Source: an optimization exercise on an open RTL-to-GDS flow (aim: small area, a short achievable clock period and few clock cycles). Production flows keep margins and buffers that such runs may drop.
Function was checked by simulation only, so behaviour that the tests miss may differ from the original.
Power is estimated from default activity; no workload was simulated.

### run.sh
#!/bin/bash
# synth_recipe.tcl (not shown) runs the flow's synth.tcl, then flattens the netlist and writes it again
# the make line also repeats each setting of config.mk as NAME=value (left out here)
make -C /OpenROAD-flow-scripts/flow DESIGN_CONFIG=/design/flow/config.mk WORK_HOME=/design/flow/orfs CLKGATE_MAP_FILE= SYNTH_SCRIPT=/design/flow/synth_recipe.tcl finish
### config.mk
export PLATFORM = sky130hd
export DESIGN_NAME = mtc
export DESIGN_NICKNAME = mtc
export VERILOG_FILES = /design/flow/design.v
export SDC_FILE = /design/flow/constraint.sdc
export NUM_CORES = 8
export LEC_CHECK = 0
export CAP_MARGIN = 20
export CORE_MARGIN = 2
export CORE_UTILIZATION = 50
export CTS_CLUSTER_DIAMETER = 80
export CTS_CLUSTER_SIZE = 24
export PLACE_DENSITY = 0.6
export SETUP_SLACK_MARGIN = 3.8
export SLEW_MARGIN = 20
### constraint.sdc
create_clock -name core_clock -period 10.0 [get_ports {clk}]
set_input_delay 2.0000 -clock core_clock [delete_from_list [all_inputs] [get_ports {clk}]]
set_output_delay 2.0000 -clock core_clock [all_outputs]
set_load 0.01 [all_outputs]
### design.v
module mtc (
    input  wire        clk,
    input  wire        rst,           
    input  wire        host_req,
    input  wire        host_we,
    input  wire [9:0]  host_addr,     
    input  wire [31:0] host_wdata,
    output wire        host_ack,
    output wire [31:0] host_rdata,
    output wire        host_err,      
    input  wire        rx_valid,
    input  wire [31:0] rx_data,
    input  wire        rx_last,
    input  wire        rx_empty,      
    output wire        rx_ready,
    output wire        resume,
    output wire        tx_go,
    output wire [7:0]  tx_len,
    input  wire [5:0]  tx_addr,
    output wire [31:0] tx_data,
    input  wire        tx_done,
    input  wire        tx_ok
);
    localparam ST_IDLE = 2'd0, ST_ARMED = 2'd1, ST_PEND = 2'd2, ST_COOL = 2'd3;
    localparam E_OK = 4'd0, E_CFG = 4'd1, E_TRUNC = 4'd2, E_NOSTART = 4'd3,
               E_MALF = 4'd4, E_SHORT = 4'd5, E_BUSY = 4'd6, E_NOFRAME = 4'd7,
               E_ILL = 4'd8, E_BADST = 4'd9, E_TXBUSY = 4'd10;
    reg  [1:0]  state;
    reg         cache_valid, mb_full, lh_valid;
    reg         tx_busy, tx_trunc, tx_fail, rx_trunc, rx_drop, wlock;
    reg  [3:0]  err;
    reg  [31:0] result, now_r, sym, rx_frame, last_hit;
    reg  [15:0] frame;
    reg  [5:0]  tx_count;             
    reg  [6:0]  rx_count, cap;        
    reg  [31:0] tim_start, tim_bits, wm_start, wm_one, wm_zero, wm_gap, cooldown;
    reg  [6:0]  self_pid;
    reg  [1:0]  self_tid;
    reg         hit_v;
    reg  [6:0]  hit_p, cch_p;
    reg  [1:0]  hit_t, cch_t;
    reg  [3:0]  hit_c, cch_c;
    reg  [6:0]  hit_d;                
    reg         ge_cool;
    reg         ds_nostart, ds_malf;
    reg  [31:0] ds_f;
    reg         in_batch, b_acc;
    reg  [6:0]  rx_j;                 
    reg         bph;                  
    reg         rph;                  
    reg  [5:0]  ra_q;
    reg         ra_tx, ra_rx;
    reg  [31:0] rdq;
    reg         busy;                 
    reg         d_rd, dv;             
    reg  [5:0]  dj, didx;
    reg  [2:0]  wseq;                 
    reg         wacc, wm_ok, timing_ok;
    reg  [15:0] tx_off [0:32];        
    reg  [15:0] tx_on  [0:32];        
    reg         enc_ph, enc2;         
    reg  [31:0] rx_buf [0:63];
    wire timing_ok_c = (tim_start[15:0] != 16'd0) && (tim_start[31:16] != 16'd0) &&
                       (tim_bits[15:0]  != 16'd0) && (tim_bits[31:16]  != 16'd0);
    wire [31:0] status = {12'd0, err, 3'd0, wlock, rx_drop, rx_trunc, wm_ok, timing_ok,
                          tx_fail, tx_trunc, tx_busy, lh_valid, mb_full, cache_valid, state};
    wire [31:0] hit_w = {hit_v, 8'd0, hit_d, hit_c, 2'b00,
                         hit_t, 1'b0, hit_p};
    wire a_reg  = (host_addr[9:5] == 5'd0) && (host_addr[4:0] < 5'd21);
    wire a_tx   = (host_addr[9:6] == 4'b0100);
    wire a_rx   = (host_addr[9:6] == 4'b1000);
    wire a_buf  = a_tx || a_rx;
    wire [20:0] rsel;
    genvar g;
    generate
        for (g = 0; g < 21; g = g + 1) begin : g_rsel
            assign rsel[g] = (host_addr[4:0] == g);
        end
    endgenerate
    wire [31:0] reg_words [0:20];
    assign reg_words[0]  = 32'h01201040;
    assign reg_words[1]  = 32'd0;
    assign reg_words[2]  = status;
    assign reg_words[3]  = {result[31], 8'd0, result[22:8], 1'b0, result[6:0]};   
    assign reg_words[4]  = now_r;
    assign reg_words[5]  = sym;
    assign reg_words[6]  = {16'd0, frame};
    assign reg_words[7]  = {26'd0, tx_count};
    assign reg_words[8]  = {25'd0, rx_count};
    assign reg_words[9]  = rx_frame;
    assign reg_words[10] = hit_w;
    assign reg_words[11] = last_hit;
    assign reg_words[12] = tim_start;
    assign reg_words[13] = tim_bits;
    assign reg_words[14] = wm_start;
    assign reg_words[15] = wm_one;
    assign reg_words[16] = wm_zero;
    assign reg_words[17] = wm_gap;
    assign reg_words[18] = cooldown;
    assign reg_words[19] = {25'd0, cap};
    assign reg_words[20] = {22'd0, self_tid, 1'b0, self_pid};
    localparam [20:0] FAST = 21'd1167;    
    wire a_slow = (host_addr[9:5] == 5'd0) && (host_addr[4:0] < 5'd21) && !FAST[host_addr[4:0]];
    reg [31:0] reg_rd, slow_rd;
    integer k;
    always @* begin
        reg_rd  = 32'd0;
        slow_rd = 32'd0;
        for (k = 0; k < 21; k = k + 1)
            if (FAST[k]) reg_rd  = reg_rd  | ({32{rsel[k]}} & reg_words[k]);
            else         slow_rd = slow_rd | ({32{ra_q[4:0] == k}} & reg_words[k]);
    end
    wire [5:0] rx_rsel = busy ? dj : ra_q;
    wire       hold    = busy || (wseq != 3'd0);    
    reg  [31:0] rx_rd;
    always @* begin
        rx_rd = 32'd0;
        for (k = 0; k < 64; k = k + 1)
            rx_rd = rx_rd | ({32{rx_rsel == k}} & rx_buf[k]);
    end
    reg  [31:0] tx_rd, tx_hrd;
    always @* begin
        tx_rd = 32'd0;
        for (k = 0; k < 32; k = k + 1)
            tx_rd = tx_rd | ({32{tx_addr[4:0] == k}} & {tx_off[k], tx_on[k]});
        if (tx_addr[5]) tx_rd = {tx_off[32], tx_on[32]};
        tx_hrd = 32'd0;
        for (k = 0; k < 32; k = k + 1)
            tx_hrd = tx_hrd | ({32{ra_q[4:0] == k}} & {tx_off[k], tx_on[k]});
        if (ra_q[5]) tx_hrd = (ra_q[4:0] == 5'd0) ? {tx_off[32], tx_on[32]} : 32'd0;
    end
    assign tx_data = tx_rd;
    reg  [3:0]  q_cw;
    always @* begin
        if (host_wdata[15:8] > 8'd100)      q_cw = 4'd0;
        else if (host_wdata[15:8] <= 8'd1)  q_cw = 4'd0;
        else if (host_wdata[15:8] <= 8'd3)  q_cw = 4'd1;
        else if (host_wdata[15:8] <= 8'd4)  q_cw = 4'd2;
        else if (host_wdata[15:8] <= 8'd6)  q_cw = 4'd3;
        else if (host_wdata[15:8] <= 8'd9)  q_cw = 4'd4;
        else if (host_wdata[15:8] <= 8'd14) q_cw = 4'd5;
        else if (host_wdata[15:8] <= 8'd16) q_cw = 4'd6;
        else if (host_wdata[15:8] <= 8'd19) q_cw = 4'd7;
        else if (host_wdata[15:8] <= 8'd24) q_cw = 4'd8;
        else if (host_wdata[15:8] <= 8'd29) q_cw = 4'd9;
        else if (host_wdata[15:8] <= 8'd34) q_cw = 4'd10;
        else if (host_wdata[15:8] <= 8'd39) q_cw = 4'd11;
        else if (host_wdata[15:8] <= 8'd49) q_cw = 4'd12;
        else if (host_wdata[15:8] <= 8'd74) q_cw = 4'd13;
        else if (host_wdata[15:8] <= 8'd99) q_cw = 4'd14;
        else                                q_cw = 4'd15;
    end
    wire [6:0]  dq_cw = (host_wdata[11:8] == 4'd0) ? 7'd1 :
                        (host_wdata[11:8] == 4'd1) ? 7'd2 :
                        (host_wdata[11:8] == 4'd2) ? 7'd4 :
                        (host_wdata[11:8] == 4'd3) ? 7'd5 :
                        (host_wdata[11:8] == 4'd4) ? 7'd7 :
                        (host_wdata[11:8] == 4'd5) ? 7'd10 :
                        (host_wdata[11:8] == 4'd6) ? 7'd15 :
                        (host_wdata[11:8] == 4'd7) ? 7'd17 :
                        (host_wdata[11:8] == 4'd8) ? 7'd20 :
                        (host_wdata[11:8] == 4'd9) ? 7'd25 :
                        (host_wdata[11:8] == 4'd10) ? 7'd30 :
                        (host_wdata[11:8] == 4'd11) ? 7'd35 :
                        (host_wdata[11:8] == 4'd12) ? 7'd40 :
                        (host_wdata[11:8] == 4'd13) ? 7'd50 :
                        (host_wdata[11:8] == 4'd14) ? 7'd75 :
                        7'd100;
    wire [6:0]  dq_ds = (ds_f[13:10] == 4'd0) ? 7'd1 :
                        (ds_f[13:10] == 4'd1) ? 7'd2 :
                        (ds_f[13:10] == 4'd2) ? 7'd4 :
                        (ds_f[13:10] == 4'd3) ? 7'd5 :
                        (ds_f[13:10] == 4'd4) ? 7'd7 :
                        (ds_f[13:10] == 4'd5) ? 7'd10 :
                        (ds_f[13:10] == 4'd6) ? 7'd15 :
                        (ds_f[13:10] == 4'd7) ? 7'd17 :
                        (ds_f[13:10] == 4'd8) ? 7'd20 :
                        (ds_f[13:10] == 4'd9) ? 7'd25 :
                        (ds_f[13:10] == 4'd10) ? 7'd30 :
                        (ds_f[13:10] == 4'd11) ? 7'd35 :
                        (ds_f[13:10] == 4'd12) ? 7'd40 :
                        (ds_f[13:10] == 4'd13) ? 7'd50 :
                        (ds_f[13:10] == 4'd14) ? 7'd75 :
                        7'd100;
    wire [3:0]  hit_cn = fillc ? ds_f[13:10] : cch_c;
    wire [6:0]  dq_hit = (hit_cn == 4'd0) ? 7'd1 :
                        (hit_cn == 4'd1) ? 7'd2 :
                        (hit_cn == 4'd2) ? 7'd4 :
                        (hit_cn == 4'd3) ? 7'd5 :
                        (hit_cn == 4'd4) ? 7'd7 :
                        (hit_cn == 4'd5) ? 7'd10 :
                        (hit_cn == 4'd6) ? 7'd15 :
                        (hit_cn == 4'd7) ? 7'd17 :
                        (hit_cn == 4'd8) ? 7'd20 :
                        (hit_cn == 4'd9) ? 7'd25 :
                        (hit_cn == 4'd10) ? 7'd30 :
                        (hit_cn == 4'd11) ? 7'd35 :
                        (hit_cn == 4'd12) ? 7'd40 :
                        (hit_cn == 4'd13) ? 7'd50 :
                        (hit_cn == 4'd14) ? 7'd75 :
                        7'd100;
    wire [31:0] df_ds  = {1'b1, 8'd0, dq_ds, ds_f[13:10], 2'b00, ds_f[15:14], 1'b0, ds_f[6:0]};
    wire enc_word     = (host_addr == 10'd1) && (host_wdata == 32'h6);
    assign host_ack   = host_req && !hold && (host_we ? !(enc_word && !enc_ph) : (!(a_buf || a_slow) || bph));
    wire reg_hz = (host_addr[9:5] == 5'd0);
    assign host_rdata = ({32{reg_hz}} & reg_rd) | rdq;
    assign host_err   = !(a_reg || a_buf);
    assign rx_ready   = !hold;
    wire wr_go = host_req && !hold && host_we && !enc_ph;    
    wire [31:0] cw = host_wdata;
    wire cmd_go = wr_go && (host_addr == 10'd1);
    wire c_hi0  = (cw[31:8] == 24'd0);
    wire c_sys  = c_hi0 && (cw[7:4] == 4'd0);             
    wire       expd   = (state == ST_COOL) && ge_cool;
    wire [1:0] exp_st = expd ? (cache_valid ? ST_PEND : ST_ARMED) : state;
    wire       d_ok   = (rx_count >= 7'd17) && !ds_nostart && !ds_malf;
    wire [3:0] d_err  = (rx_count == 7'd0 || ds_nostart) ? E_NOSTART : ds_malf ? E_MALF : E_SHORT;
    wire       okx    = mb_full && d_ok;
    wire       fillc  = okx && !cache_valid;
    wire [1:0] st1    = (fillc && exp_st == ST_ARMED) ? ST_PEND : exp_st;
    wire       dlv    = (st1 == ST_PEND);
    wire       res_tp = expd || (mb_full && st1 == ST_ARMED);
    wire r_arm    = (state == ST_IDLE) && timing_ok && wm_ok;
    wire r_tp     = (state != ST_IDLE) && res_tp;
    wire r_cancel = (state == ST_COOL);
    wire r_send   = (tx_count != 6'd0) && !tx_busy && !tx_trunc;
    assign resume = cmd_go && c_sys &&
                    ((cw[3:0] == 4'hA && r_arm) || ((cw[3:0] == 4'hB || cw[3:0] == 4'hC) && r_tp) ||
                     (cw[3:0] == 4'hD && r_cancel));
    assign tx_go  = cmd_go && c_sys && cw[3:0] == 4'h7 && r_send;
    assign tx_len = {2'b00, tx_count};
    wire [32:0] thr_s = {1'b0, last_hit} + {1'b0, cooldown};
    wire        ge_w  = thr_s[32] ? (cw >= thr_s[31:0] && cw < last_hit)
                                  : (cw >= thr_s[31:0] || cw < last_hit);
    reg  [15:0] wm_lo;
    always @* begin
        case (wseq[1:0])
            2'd1:    wm_lo = wm_start[15:0];
            2'd2:    wm_lo = wm_one[15:0];
            2'd3:    wm_lo = wm_zero[15:0];
            default: wm_lo = wm_gap[15:0];
        endcase
    end
    wire [15:0] cls_in = busy ? rdq[15:0] : (wseq != 3'd0) ? wm_lo :
                         rx_valid ? rx_data[15:0] : sym[15:0];
    wire le_s = (cls_in <= wm_start[31:16]);
    wire le_o = (cls_in <= wm_one[31:16]);
    wire le_z = (cls_in <= wm_zero[31:16]);
    wire le_g = (cls_in <= wm_gap[31:16]);
    wire in_s = (wm_start[15:0] <= cls_in) && le_s;
    wire in_o = (wm_one[15:0]   <= cls_in) && le_o;
    wire in_z = (wm_zero[15:0]  <= cls_in) && le_z;
    wire in_g = (wm_gap[15:0]   <= cls_in) && le_g;
    wire wchk = (wseq == 3'd1) ? (le_s && !le_o) :
                (wseq == 3'd2) ? (le_o && !le_z) :
                (wseq == 3'd3) ? (le_z && !le_g) : le_g;
    wire is_o = !in_s && in_o;
    wire is_z = !in_s && !in_o && in_z;
    wire [2:0] cls_code = in_s ? 3'd4 : in_o ? 3'd3 : in_z ? 3'd2 : in_g ? 3'd1 : 3'd0;
    wire beat    = rx_valid && !hold;
    wire first   = !in_batch;
    wire acc0    = (state != ST_IDLE) && !mb_full;
    wire acc     = first ? acc0 : b_acc;
    wire empty   = first && rx_last && rx_empty;
    wire [6:0] bj = first ? 7'd0 : rx_j;
    wire store   = beat && acc && !empty && (bj < cap);
    wire [6:0] bj1 = bj + 7'd1;
    wire        rxw_host = wr_go && a_rx && (state == ST_IDLE);
    wire        rxw      = store || rxw_host;
    wire [5:0]  rxw_idx  = rx_valid ? bj[5:0] : host_addr[5:0];
    wire [31:0] rxw_data = rx_valid ? rx_data : host_wdata;
    wire       cls_en  = busy ? dv : (store && bj < 7'd33);
    wire [5:0] cls_idx = busy ? didx : bj[5:0];
    wire [4:0] cls_k   = cls_idx[4:0] - 5'd1;
    wire [4:0] cls_pos = {cls_k[4:3], ~cls_k[2:0]};
    wire [5:0] enc_n  = (cap > 7'd33) ? 6'd33 : cap[5:0];
    wire       enc_go = cmd_go && c_sys && cw[3:0] == 4'h6 && !tx_busy && timing_ok;
    wire [5:0] dec_last = (rx_count > 7'd33) ? 6'd32 : rx_count[5:0] - 6'd1;
    generate
        for (g = 0; g < 33; g = g + 1) begin : g_tx
            always @(posedge clk)
                if (enc_go && cap > g) tx_off[g] <= tim_start[31:16];
            if (g == 0) begin : g0
                always @(posedge clk)
                    if (enc_go && cap > g) tx_on[g] <= tim_start[15:0];
            end else if (g <= 16) begin : gb
                localparam [4:0] KK = g - 1;
                always @(posedge clk)
                    if ((enc_go || (enc_ph && enc2 && frame[{KK[4:3], ~KK[2:0]}])) && cap > g)
                        tx_on[g] <= enc_ph ? tim_bits[31:16] : tim_bits[15:0];
            end else begin : gz
                always @(posedge clk)
                    if (enc_go && cap > g) tx_on[g] <= tim_bits[15:0];
            end
        end
        for (g = 0; g < 64; g = g + 1) begin : g_rx
            always @(posedge clk)
                if (rxw && rxw_idx == g) rx_buf[g] <= rxw_data;
        end
    endgenerate
    always @(posedge clk) begin
        if (rst) begin
            state <= ST_IDLE;
            cache_valid <= 1'b0; mb_full <= 1'b0; lh_valid <= 1'b0;
            tx_busy <= 1'b0; tx_trunc <= 1'b0; tx_fail <= 1'b0;
            rx_trunc <= 1'b0; rx_drop <= 1'b0; wlock <= 1'b0;
            err <= E_OK;
            result <= 32'd0; now_r <= 32'd0; sym <= 32'd0; frame <= 16'd0;
            tx_count <= 6'd0; rx_count <= 7'd0; rx_frame <= 32'd0;
            last_hit <= 32'd0;
            hit_v <= 1'b0; hit_p <= 7'd0; hit_t <= 2'd0; hit_c <= 4'd0; hit_d <= 7'd0;
            cch_p <= 7'd0; cch_t <= 2'd0; cch_c <= 4'd0;
            tim_start <= 32'h02580960; tim_bits <= 32'h04B00258;
            wm_start <= 32'd0; wm_one <= 32'd0; wm_zero <= 32'd0; wm_gap <= 32'd0;
            cooldown <= 32'd1500; cap <= 7'd64;
            self_pid <= 7'd0; self_tid <= 2'd0;
            ge_cool <= 1'b0;
            ds_nostart <= 1'b0; ds_malf <= 1'b0; ds_f <= 32'd0;
            in_batch <= 1'b0; b_acc <= 1'b0; rx_j <= 7'd0;
            bph <= 1'b0; rdq <= 32'd0; rph <= 1'b0; ra_q <= 6'd0; ra_tx <= 1'b0; ra_rx <= 1'b0;
            enc_ph <= 1'b0; enc2 <= 1'b0;
            busy <= 1'b0; d_rd <= 1'b0; dv <= 1'b0; dj <= 6'd0; didx <= 6'd0;
            wseq <= 3'd0; wacc <= 1'b0; wm_ok <= 1'b0; timing_ok <= 1'b1;
        end else begin
            if (tx_done && tx_busy) begin
                tx_busy <= 1'b0;
                tx_fail <= !tx_ok;
            end
            if (enc_ph) enc_ph <= 1'b0;
            else if (cmd_go && enc_word) begin
                enc_ph <= 1'b1;
                enc2   <= enc_go;
            end
            if (busy) begin
                bph <= 1'b0;
                rdq <= d_rd ? rx_rd : 32'd0;
            end else if (rph) begin
                rph <= 1'b0;
                bph <= 1'b1;
                rdq <= ra_tx ? tx_hrd : ra_rx ? rx_rd : slow_rd;
            end else if (host_req && !hold && !host_we && (a_buf || a_slow) && !bph) begin
                rph   <= 1'b1;
                ra_q  <= host_addr[5:0];
                ra_tx <= a_tx;
                ra_rx <= a_rx;
                rdq   <= 32'd0;
            end else begin
                bph <= 1'b0;
                rdq <= 32'd0;
            end
            if (cls_en) begin
                if (cls_idx == 6'd0) begin
                    ds_nostart <= !in_s;
                    ds_malf    <= 1'b0;
                    ds_f       <= 32'd0;
                end else begin
                    if (!is_o && !is_z) ds_malf <= 1'b1;
                    if (is_o) ds_f[cls_pos] <= 1'b1;
                end
            end
            timing_ok <= timing_ok_c;
            if (wseq != 3'd0) begin
                wacc <= (wseq == 3'd1 || wacc) && wchk;
                if (wseq == 3'd4) begin
                    wm_ok <= wacc && wchk;
                    wseq  <= 3'd0;
                end else begin
                    wseq <= wseq + 3'd1;
                end
            end
            if (busy) begin
                if (d_rd) begin
                    dv   <= 1'b1;
                    didx <= dj;
                    if (dj == dec_last) d_rd <= 1'b0;
                    else dj <= dj + 6'd1;
                end else begin
                    dv <= 1'b0;
                end
                if (!d_rd && !dv) begin
                    busy <= 1'b0;
                    if (d_ok) begin
                        rx_frame <= ds_f;
                        result   <= df_ds;
                        err      <= E_OK;
                    end else begin
                        rx_frame <= 32'd0;
                        result   <= 32'd0;
                        err      <= d_err;
                    end
                end
            end
            if (beat) begin
                if (first && !acc0) rx_drop <= 1'b1;
                if (rx_last) begin
                    in_batch <= 1'b0;
                    if (acc) begin
                        mb_full  <= 1'b1;
                        rx_count <= empty ? 7'd0 : (bj1 > cap) ? cap : bj1;
                        rx_trunc <= !empty && (bj1 > cap);
                    end
                end else begin
                    in_batch <= 1'b1;
                    b_acc    <= acc;
                    rx_j     <= (bj1 > 7'd64) ? 7'd64 : bj1;
                end
            end
            if (wr_go) begin
                if (host_addr == 10'd1) begin
                    case (cw[7:0])
                    8'h00: err <= c_hi0 ? E_OK : E_ILL;
                    8'h01: begin
                        if (cw[31:16] != 16'd0) err <= E_ILL;
                        else begin result <= {28'd0, q_cw}; err <= E_OK; end
                    end
                    8'h02: begin
                        if (cw[31:12] != 20'd0) err <= E_ILL;
                        else begin result <= {25'd0, dq_cw}; err <= E_OK; end
                    end
                    8'h03: begin
                        if ((cw & ~32'h00F37FFF) != 32'd0) err <= E_ILL;
                        else begin
                            frame  <= {cw[17:16], cw[23:20], 3'b000, cw[14:8]};
                            result <= {16'd0, cw[17:16], cw[23:20], 3'b000, cw[14:8]};
                            err    <= E_OK;
                        end
                    end
                    8'h04: begin
                        if (!c_hi0) err <= E_ILL;
                        else begin
                            result <= {16'd0, frame[13:10], 2'b00, frame[15:14], 1'b0, frame[6:0]};
                            err    <= E_OK;
                        end
                    end
                    8'h05: begin
                        if (cw[31:16] != 16'd0) err <= E_ILL;
                        else begin
                            frame  <= {self_tid, q_cw, 3'b000, self_pid};
                            result <= {16'd0, self_tid, q_cw, 3'b000, self_pid};
                            err    <= E_OK;
                        end
                    end
                    8'h06: begin
                        if (!c_hi0)          err <= E_ILL;
                        else if (tx_busy)    err <= E_TXBUSY;
                        else if (!timing_ok) err <= E_CFG;
                        else begin
                            tx_count <= enc_n;
                            tx_trunc <= (cap < 7'd33);
                            err      <= (cap < 7'd33) ? E_TRUNC : E_OK;
                        end
                    end
                    8'h07: begin
                        if (!c_hi0)                  err <= E_ILL;
                        else if (tx_count == 6'd0)   err <= E_BADST;
                        else if (tx_busy)            err <= E_TXBUSY;
                        else if (tx_trunc)           err <= E_TRUNC;
                        else begin
                            tx_busy <= 1'b1;
                            tx_fail <= 1'b0;
                            err     <= E_OK;
                        end
                    end
                    8'h08: begin
                        if (!c_hi0)      err <= E_ILL;
                        else if (!wm_ok) err <= E_CFG;
                        else begin
                            result <= {29'd0, cls_code};
                            err    <= E_OK;
                        end
                    end
                    8'h09: begin
                        if (!c_hi0)      err <= E_ILL;
                        else if (!wm_ok) err <= E_CFG;
                        else begin
                            busy <= 1'b1;
                            dj   <= 6'd0;
                            d_rd <= (rx_count != 7'd0);
                            dv   <= 1'b0;
                        end
                    end
                    8'h0A: begin
                        if (!c_hi0)                     err <= E_ILL;
                        else if (state != ST_IDLE)      err <= E_BADST;
                        else if (!timing_ok || !wm_ok)  err <= E_CFG;
                        else begin
                            state <= ST_ARMED;
                            err   <= E_OK;
                        end
                    end
                    8'h0B, 8'h0C: begin
                        if (!c_hi0)                err <= E_ILL;
                        else if (state == ST_IDLE) err <= E_BADST;
                        else begin
                            mb_full <= 1'b0;
                            if (mb_full) rx_frame <= okx ? ds_f : 32'd0;
                            if (fillc) begin
                                cch_p <= ds_f[6:0];
                                cch_t <= ds_f[15:14];
                                cch_c <= ds_f[13:10];
                            end
                            if (cw[0] == 1'b0 && dlv) begin
                                hit_v       <= 1'b1;
                                hit_p       <= fillc ? ds_f[6:0]   : cch_p;
                                hit_t       <= fillc ? ds_f[15:14] : cch_t;
                                hit_c       <= fillc ? ds_f[13:10] : cch_c;
                                hit_d       <= dq_hit;
                                cache_valid <= 1'b0;
                                last_hit    <= now_r;
                                lh_valid    <= 1'b1;
                                state       <= ST_COOL;
                                ge_cool     <= (cooldown == 32'd0);
                                err         <= E_OK;
                            end else begin
                                if (cw[0] == 1'b0) begin
                                    hit_v <= 1'b0; hit_p <= 7'd0; hit_t <= 2'd0; hit_c <= 4'd0; hit_d <= 7'd0;
                                end
                                cache_valid <= cache_valid || fillc;
                                state       <= st1;
                                if (mb_full && !d_ok) err <= d_err;
                                else if (cw[0] == 1'b1) err <= E_OK;
                                else err <= (st1 == ST_COOL) ? E_BUSY : E_NOFRAME;
                            end
                        end
                    end
                    8'h0D: begin
                        if (!c_hi0)                err <= E_ILL;
                        else if (state != ST_COOL) err <= E_BADST;
                        else begin
                            state <= cache_valid ? ST_PEND : ST_ARMED;
                            err   <= E_OK;
                        end
                    end
                    8'h0E: begin
                        if (!c_hi0) err <= E_ILL;
                        else begin
                            state       <= ST_IDLE;
                            mb_full     <= 1'b0;
                            cache_valid <= 1'b0;
                            lh_valid    <= 1'b0;
                            last_hit    <= 32'd0;
                            err         <= E_OK;
                        end
                    end
                    8'h0F: begin
                        if (!c_hi0) err <= E_ILL;
                        else begin
                            rx_drop <= 1'b0;
                            wlock   <= 1'b0;
                            err     <= E_OK;
                        end
                    end
                    default: err <= E_ILL;
                    endcase
                end else if (host_addr == 10'd4) begin
                    now_r   <= cw;
                    ge_cool <= ge_w;
                end else if (host_addr == 10'd5) begin
                    sym <= cw;
                end else if (host_addr == 10'd6) begin
                    frame <= cw[15:0];
                end else if (host_addr == 10'd8 || (host_addr >= 10'd12 && host_addr <= 10'd20) || a_rx) begin
                    if (state != ST_IDLE) wlock <= 1'b1;
                    else begin
                        case (host_addr)
                            10'd8:  rx_count  <= (cw[7:0] > 8'd64) ? 7'd64 : cw[6:0];
                            10'd12: begin tim_start <= cw; wseq <= 3'd1; end
                            10'd13: begin tim_bits  <= cw; wseq <= 3'd1; end
                            10'd14: begin wm_start  <= cw; wseq <= 3'd1; end
                            10'd15: begin wm_one    <= cw; wseq <= 3'd1; end
                            10'd16: begin wm_zero   <= cw; wseq <= 3'd1; end
                            10'd17: begin wm_gap    <= cw; wseq <= 3'd1; end
                            10'd18: cooldown  <= cw;
                            10'd19: cap       <= (cw[7:0] > 8'd64) ? 7'd64 : cw[6:0];
                            10'd20: begin self_pid <= cw[6:0]; self_tid <= cw[9:8]; end
                            default: ;
                        endcase
                    end
                end
            end
        end
    end
endmodule
==> impl_metrics.yaml, run 1 <==
run_status:
  status: "finished clean"
power:
  powerDensity_mw_per_mm2: 157
  leakagePower_nw: 56.6
  power_mw: 27.2
  ir_drop_mv: 0.197
floorplan:
  start_util_pct: 50.1
  ioPinCount: 166
  num_rows: 204
  die_area_mm2: 0.314
  fp.dieW_um: 560
  die_h_um: 560
  core_mm2: 0.308
placed_design:
  hpwl_um: 522000
  routabilityCongestion: 1.08
  dp_slack_ns: 2.07
  placed_cells: 15900
  port_buffers: 163
sta:
  skew_ns: 0.133
  max_freq_mhz: 156
  maxSlewHeadroom_pct: 6.43
  final-max-slew-violation-count: 0
  setup_viol: 0
  hold_viol_final: 0
  fin_ws_ns: 3.61
  hold-worst-slack_ns: 0.458
  period_share_pct: 63.9
  period_minus_slack_ns: 6.39
  grt_setup_unrepaired: "yes"
  fin_setup_tns_ns: 0
  worst_pin_slew_ns: 1.40
layout:
  largest_reg_flops: 2048
  reg_top3: "rx_buf (2048), tx_off (528), tx_on (528)"
  regArea_mm2: 0.105
  final_nets: 12500
  drive_gt1_share_pct: 13.2
  instances_no_fill: 16400
  multi_input_area_mm2: 0.0479
  regMostFlops: "rx_buf"
  syn_to_final_growth_pct: 12.4
  final.fill_count: 25000
route:
  drtIter0Drc: 30600
  vias: 131000
  drc: 0
  drt-pass1-iter-count: 16
  wl_per_cell_um: 51.2
  viasPerCell: 7.98
  routed_wl_um: 842000
  ant_nets: 0
critical_path:
  crit_fanout: 41
  cp-end-kind: "register"
  cpMostUsedCell: "buf_4"
  crit_buf_inv: 3
  arrival_ns: 7.18
  path_delay_family: "simple AND/OR/NAND/NOR gates"
  cpPeakStageDelay_ns: 1.05
  critPathSlowestCell: "or4_1"
  cp.required_ns: 10.79
  path_cells: "buf_4 -> or3_1 -> nand2_2 -> buf_4 -> and3_2 -> buf_4 -> a221oi_1 -> nand4_1 -> or4_1 -> a22oi_1 -> a21oi_1"
  path_class: "reg2reg"
  start_kind: "register"
clock_network:
  cts_hold_buf: 0
  numCtsBuffers: 201
  clockBufferDepth: 4
  clock_sinks: 3682
  clock_latency_ns: 1.02
  cts-root-buf: "clkbuf_16"
  clkTransAtPathRegs_ns: 0.10
  cts_tree: "yes"
  cts_htree_levels: 4
synth:
  syn_area_mm2: 0.155
  yosysSeqAreaShare_pct: 67.8
  synthFlopType: "edfxtp_1"
  yosysWarningCount: 4
  ys_ff_latch: 3682
  synth_edf_count: 3104
  synth.distinct_cells: 94
  syn_inst: 11800
  postSynth.asyncResetShare_pct: 0
  avgSynthCellArea_um2: 13.1
job:
  cap_violations: 0
global_routing:
  first_global_vias: 118000
  grt_pass1_wl_um: 1090000
  grt_max_degree: 189
  grt_use_total_pct: 52.0
  antenna_found_initial: 88
  gr-total-overflow: 0
min_path:
  min-delay-path-class: "reg2reg"
## path summary, 6_finish.rpt
check	start	to	slack (ns)	cells past startpoint
worst max-delay path	busy	rdq[3]	3.61	11
worst max register to register	busy	rdq[3]	3.61	11
worst min register to register	rx_frame[4]	rx_frame[4]	0.46	2
worst min-delay path	rx_frame[4]	rx_frame[4]	0.46	2
## logic make-up after synthesis
family / share of synthesized area, %
other: 0.00243
multiplexers: 0.486
buffers and inverters: 2.85
AO/OA/AOI/OAI: 17.7
adder cells (fa/ha/maj): 2.06
AND/OR/NAND/NOR: 8.84
XOR/XNOR: 0.281
flip-flops: 67.8
## through the flow
stage / area [um2] / utilization, %
final: 174000 / 56.3
after global routing: 174000 / 56.3
after CTS: 173000 / 56.1
after detailed placement: 165000 / 53.4
after global placement: 164000 / 53.3
after floorplan: 155000 / -
## cell usage after synthesis (27+ instances only)
cell type     n  area (um2)
a211oi_1     63         473
a21o_1       67         503
a21oi_1     773        3870
a221o_1      44         440
a221oi_1    412        3610
a222oi_1    165        1650
a22o_1      374        3280
a22oi_1    1249        9380
a31oi_1      44         275
and3_1       31         194
buf_1        76         285
buf_2       137         686
clkbuf_1    614        2300
dfxtp_1     578       11600
edfxtp_1   3104       93200
ha_1        253        3170
inv_1       224         841
mux2_2       32         360
mux2i_1      39         390
nand2_1    1331        5000
nand2b_1     55         344
nand3_1     296        1480
nand3b_1     39         293
nand4_1     285        1780
nor2_1      458        1720
nor2b_1      36         225
nor3_1      145         726
nor4_1       94         588
o21ai_0     215        1080
o22ai_1      50         313
o31ai_1      27         203
or2_2        38         238
or3_1        32         200
## worst min-delay path, stage by stage (launching register included)
cell and delay (ns):
dfxtp_1 0.32, nand2_1 0.05, a21oi_1 0.05
## where the power goes
part | internal [mW] | switching [mW]
Combinational | 0.282 | 0.875
Sequential | 16.6 | 0.00611
Clock | 3.97 | 5.48
Total | 20.8 | 6.36
## cell usage in the layout (no fill, tap or decap), types with 51 or more instances in the layout
master / n
nand3_1: 291
a21o_1: 66
nand2b_1: 51
o21ai_0: 197
buf_12: 68
a222oi_1: 165
edfxtp_1: 3104
ha_1: 253
buf_4: 690
nor4_1: 83
a21oi_1: 721
dfxtp_1: 568
nor2_4: 143
a221oi_1: 382
inv_1: 221
nand4_1: 285
nor2_1: 291
nor3_1: 105
nand2_1: 1315
a211oi_1: 61
a22o_1: 374
clkdlybuf4s50_1: 102
diode_2: 75
a22oi_1: 1249
clkbuf_16: 205
## timing repair
item                       4_1_cts  5_1_grt
setup endpoints to repair      526       62
gates cloned                     1        1
resized for setup              277      112
setup buffers                  156       27
pin swaps                       75       54
## routing by layer
layer	global-route usage [%]	vias up	wire length, um	part of all wire (%)
li1	-	47700	-	-
met1	63.5	64500	273000	32
met2	72.6	14800	342000	41
met3	20.6	4109	140000	17
met4	42.3	61	86900	10
met5	0.335	-	583	0.069
## final cells by class
type                            count  area share, %
Clock inverter                     79          0.588
Timing Repair Buffer              962           4.97
Clock buffer                      213           2.96
Tap cell                         4120           2.97
Inverter                          226          0.495
Antenna cell                       75          0.108
Sequential cell                  3682           60.3
Multi-Input combinational cell   7072           27.6
Testbench counts, summed over its fixed seeds: cycles 36,508.
==> inputs of run 2 (changes only) <==
--- a/config.mk
+++ b/config.mk
@@ -8,8 +8,8 @@
 export CAP_MARGIN = 20
 export CORE_MARGIN = 2
-export CORE_UTILIZATION = 50
+export CORE_UTILIZATION = 55
 export CTS_CLUSTER_DIAMETER = 80
 export CTS_CLUSTER_SIZE = 24
-export PLACE_DENSITY = 0.6
-export SETUP_SLACK_MARGIN = 3.8
+export PLACE_DENSITY = 0.66
+export SETUP_SLACK_MARGIN = 4.0
 export SLEW_MARGIN = 20
==> impl_metrics.yaml, run 2 <==
placed_design:
  placed_cells: 15500
  hpwl_um: 507000
  routabilityCongestion: 1.08
  dp_slack_ns: 1.88
  port_buffers: 163
  dpl_cell_area_mm2: 0.164
synth:
  synth_compound_area_share_pct: 17.7
  synth.distinct_cells: 94
  yosys.area_share.adder_pct: 2.06
  synth_common_cells: "edfxtp_1, nand2_1, a22oi_1"
  synth_top_family_by_area: "compound AO/OA/AOI/OAI gates"
  avgSynthCellArea_um2: 13.1
  yosysSeqAreaShare_pct: 67.8
  synthFlopType: "edfxtp_1"
  synth-xor-area-share_pct: 0.281
  synth_mux_area_share_pct: 0.486
  synthTopCellsByArea: "edfxtp_1, dfxtp_1, a22oi_1"
  syn_inst: 11800
  synth_edf_count: 3104
  ys_ff_latch: 3682
  yosysMostFrequentCell: "edfxtp_1"
  postSynth.asyncResetShare_pct: 0
  yosysWarningCount: 4
  syn_area_mm2: 0.155
  synthSimpleGateAreaFrac_pct: 8.84
  synth_top_area_cell: "edfxtp_1"
  synth_top_area_share_pct: 60.3
route:
  ant_nets: 0
  drt-pass1-iter-count: 20
  vias: 135000
  drc: 0
  wl_per_cell_um: 51.2
  drtIter0Drc: 34000
  routed_wl_um: 828000
  viasPerCell: 8.33
sta:
  grt_setup_unrepaired: "yes"
  period_share_pct: 63.0
  max_freq_mhz: 159
  fin_ws_ns: 3.70
  setup_viol: 0
  hold-worst-slack_ns: 0.460
  maxSlewHeadroom_pct: 9.97
  worst_pin_slew_ns: 1.35
  period_minus_slack_ns: 6.30
  skew_ns: 0.142
  hold_viol_final: 0
  fin_setup_tns_ns: 0
  final-max-slew-violation-count: 0
critical_path:
  worst-path-stages: 11
  crit_fanout: 25
  start_kind: "register"
  cp-end-kind: "register"
  cpPeakStageDelay_ns: 0.95
  arrival_ns: 7.15
  critPathSlowestCell: "nand4_1"
  path_class: "reg2reg"
  path_delay_family: "simple AND/OR/NAND/NOR gates"
  path_cells: "or3_1 -> nand2_2 -> buf_4 -> and3_2 -> buf_4 -> a22oi_1 -> nand2_1 -> nor4_1 -> nand4_1 -> a22oi_1 -> o41ai_2"
  cp.required_ns: 10.85
  reg2reg_depth: 11
  crit_buf_inv: 2
  cp-startpoint: "ra_q[1]"
  rr_startpoint: "ra_q[1]"
clock_network:
  cts_htree_levels: 4
  cts-root-buf: "clkbuf_16"
  clock_latency_ns: 1.04
  clkTransAtPathRegs_ns: 0.11
  clockBufferDepth: 4
  clock_sinks: 3682
  cts_hold_buf: 0
  cts_tree: "yes"
  numCtsBuffers: 195
job:
  cap_violations: 0
layout:
  largest_reg_flops: 2048
  instances_no_fill: 16200
  drive_gt1_share_pct: 14.4
  final_nets: 12600
  layout.cells.most_common: "edfxtp_1"
  regMostFlops: "rx_buf"
  final_area_mm2: 0.175
  multi_input_area_mm2: 0.0484
  final.fill_count: 20700
  final_cell_mix: "edfxtp_1, nand2_1, a22oi_1"
  reg_top3: "rx_buf (2048), tx_off (528), tx_on (528)"
  regArea_mm2: 0.105
  syn_to_final_growth_pct: 13.4
floorplan:
  core_mm2: 0.279
  die_area_mm2: 0.285
  ioPinCount: 166
  fp.dieW_um: 534
  start_util_pct: 55.3
  num_rows: 194
  die_h_um: 534
power:
  p_clk_share_pct: 34.3
  ir_drop_mv: 0.169
  sw_frac_of_total_pct: 23.0
  power.internal_mw: 20.9
  powerDensity_mw_per_mm2: 155
  leakagePower_nw: 57.7
  switchingPower_mw: 6.23
  seqPwrFrac_pct: 61.2
  comb_power_share_pct: 4.5
run_status:
  status: "finished clean"
global_routing:
  grt_max_degree: 136
  grt_use_met2_pct: 75.5
  first_global_vias: 120000
  grt_pass1_wl_um: 1080000
  gr-total-overflow: 0
  use_met1_pct: 66.4
  met3_usage_pct: 29.6
  antenna_found_initial: 103
  grt_busiest_layer: "met2"
  grt_use_total_pct: 56.4
min_path:
  min_path_cells: 2
  min-delay-path-class: "reg2reg"
  min_from: "rx_frame[22]"
-- run 2: timing repair --
| action | in CTS | in global routing |
|---|---|---|
| gates resized for setup | 519 | 202 |
| buffers inserted | 201 | 83 |
| gates cloned | 11 | 2 |
| endpoints found under the setup margin | 732 | 307 |
| pin swaps | 122 | 103 |
-- run 2: path summary, 6_finish.rpt --
path,to,slack (ns)
worst max-delay path,rdq[10],3.70
worst min register to register,rx_frame[22],0.46
worst max register to register,rdq[10],3.70
worst min-delay path,rx_frame[22],0.46
-- run 2: worst min-delay path, delay by kind of cell (launching register included) --
family          cells  cell delay [ns]
flops               1             0.32
simple gates        1             0.05
compound gates      1             0.05
-- run 2: final cells by class --
cell class	count	area share, %
Inverter	226	0.492
Multi-Input combinational cell	7072	27.6
Antenna cell	96	0.137
Clock inverter	67	0.524
Timing Repair Buffer	1068	5.88
Sequential cell	3682	59.8
Clock buffer	226	2.93
Tap cell	3724	2.66
-- run 2: cell families after synthesis --
group	after synthesis
flip-flops	3682
multiplexers	71
AO/OA/AOI/OAI	3746
adder cells (fa/ha/maj)	254
AND/OR/NAND/NOR	2950
XOR/XNOR	48
buffers and inverters	1085
other	1
-- run 2: per-stage QoR --
stage,util [%],total power [mW]
finish,62.8,27.1
floorplan,-,17.4
CTS,62.0,26.8
global placement,58.6,17.9
global route,62.7,27.4
detailed placement,58.7,18.0
-- run 2: routing by layer --
metal	vias up	wire (um)
li1	47900	-
met1	64400	254000
met2	17000	323000
met3	5279	156000
met4	85	94300
met5	-	1280
-- run 2: power groups by stage --
stage / logic [mW] / clock network (mW) / registers, mW
2_1_floorplan: 0.459 / 0 / 17.0
3_3_place_gp: 0.993 / 0 / 16.9
3_5_place_dp: 1.01 / 0 / 16.9
4_1_cts: 1.09 / 9.10 / 16.6
5_1_grt: 1.21 / 9.62 / 16.6
6_report: 1.23 / 9.29 / 16.6

[static timing again, ports no longer ideal]
The flow's constraints put no driver on any port. The routed layouts listed below were extracted and timed again, unchanged, in two steps.
Step 1 assumes that a clkbuf_16 drives the clock port and a buf_2 every other input.
Step 2 adds t to the input delays and takes it off the output delays; t is the mean of the earliest and latest rising clock arrival at the registers after step 1. Input paths then give back, and output paths get back, about the clock's delay inside the block.
Three values: ideal ports, drivers, drivers and shift; two values: the first two.
| run | shift t [ns] | slack for setup (ns) | hold WS [ns] | latest minus earliest clock arrival (ns) | worst slew at a driven data input, ns |
|---|---|---|---|---|---|
| run 1 | 1.074 | 3.606 / 3.606 / 2.674 | 0.458 / 0.458 / 0.458 | 0.139 / 0.139 | 0.24 |
| run 2 | 1.098 | 3.700 / 3.601 / 3.000 | 0.460 / 0.460 / 0.460 | 0.146 / 0.146 | 0.24 |
After both steps setup and hold are still met in every run listed. For run 1, which loses most, drivers alone change the setup slack by 0.000 ns; drivers and shift together by -0.932 ns.
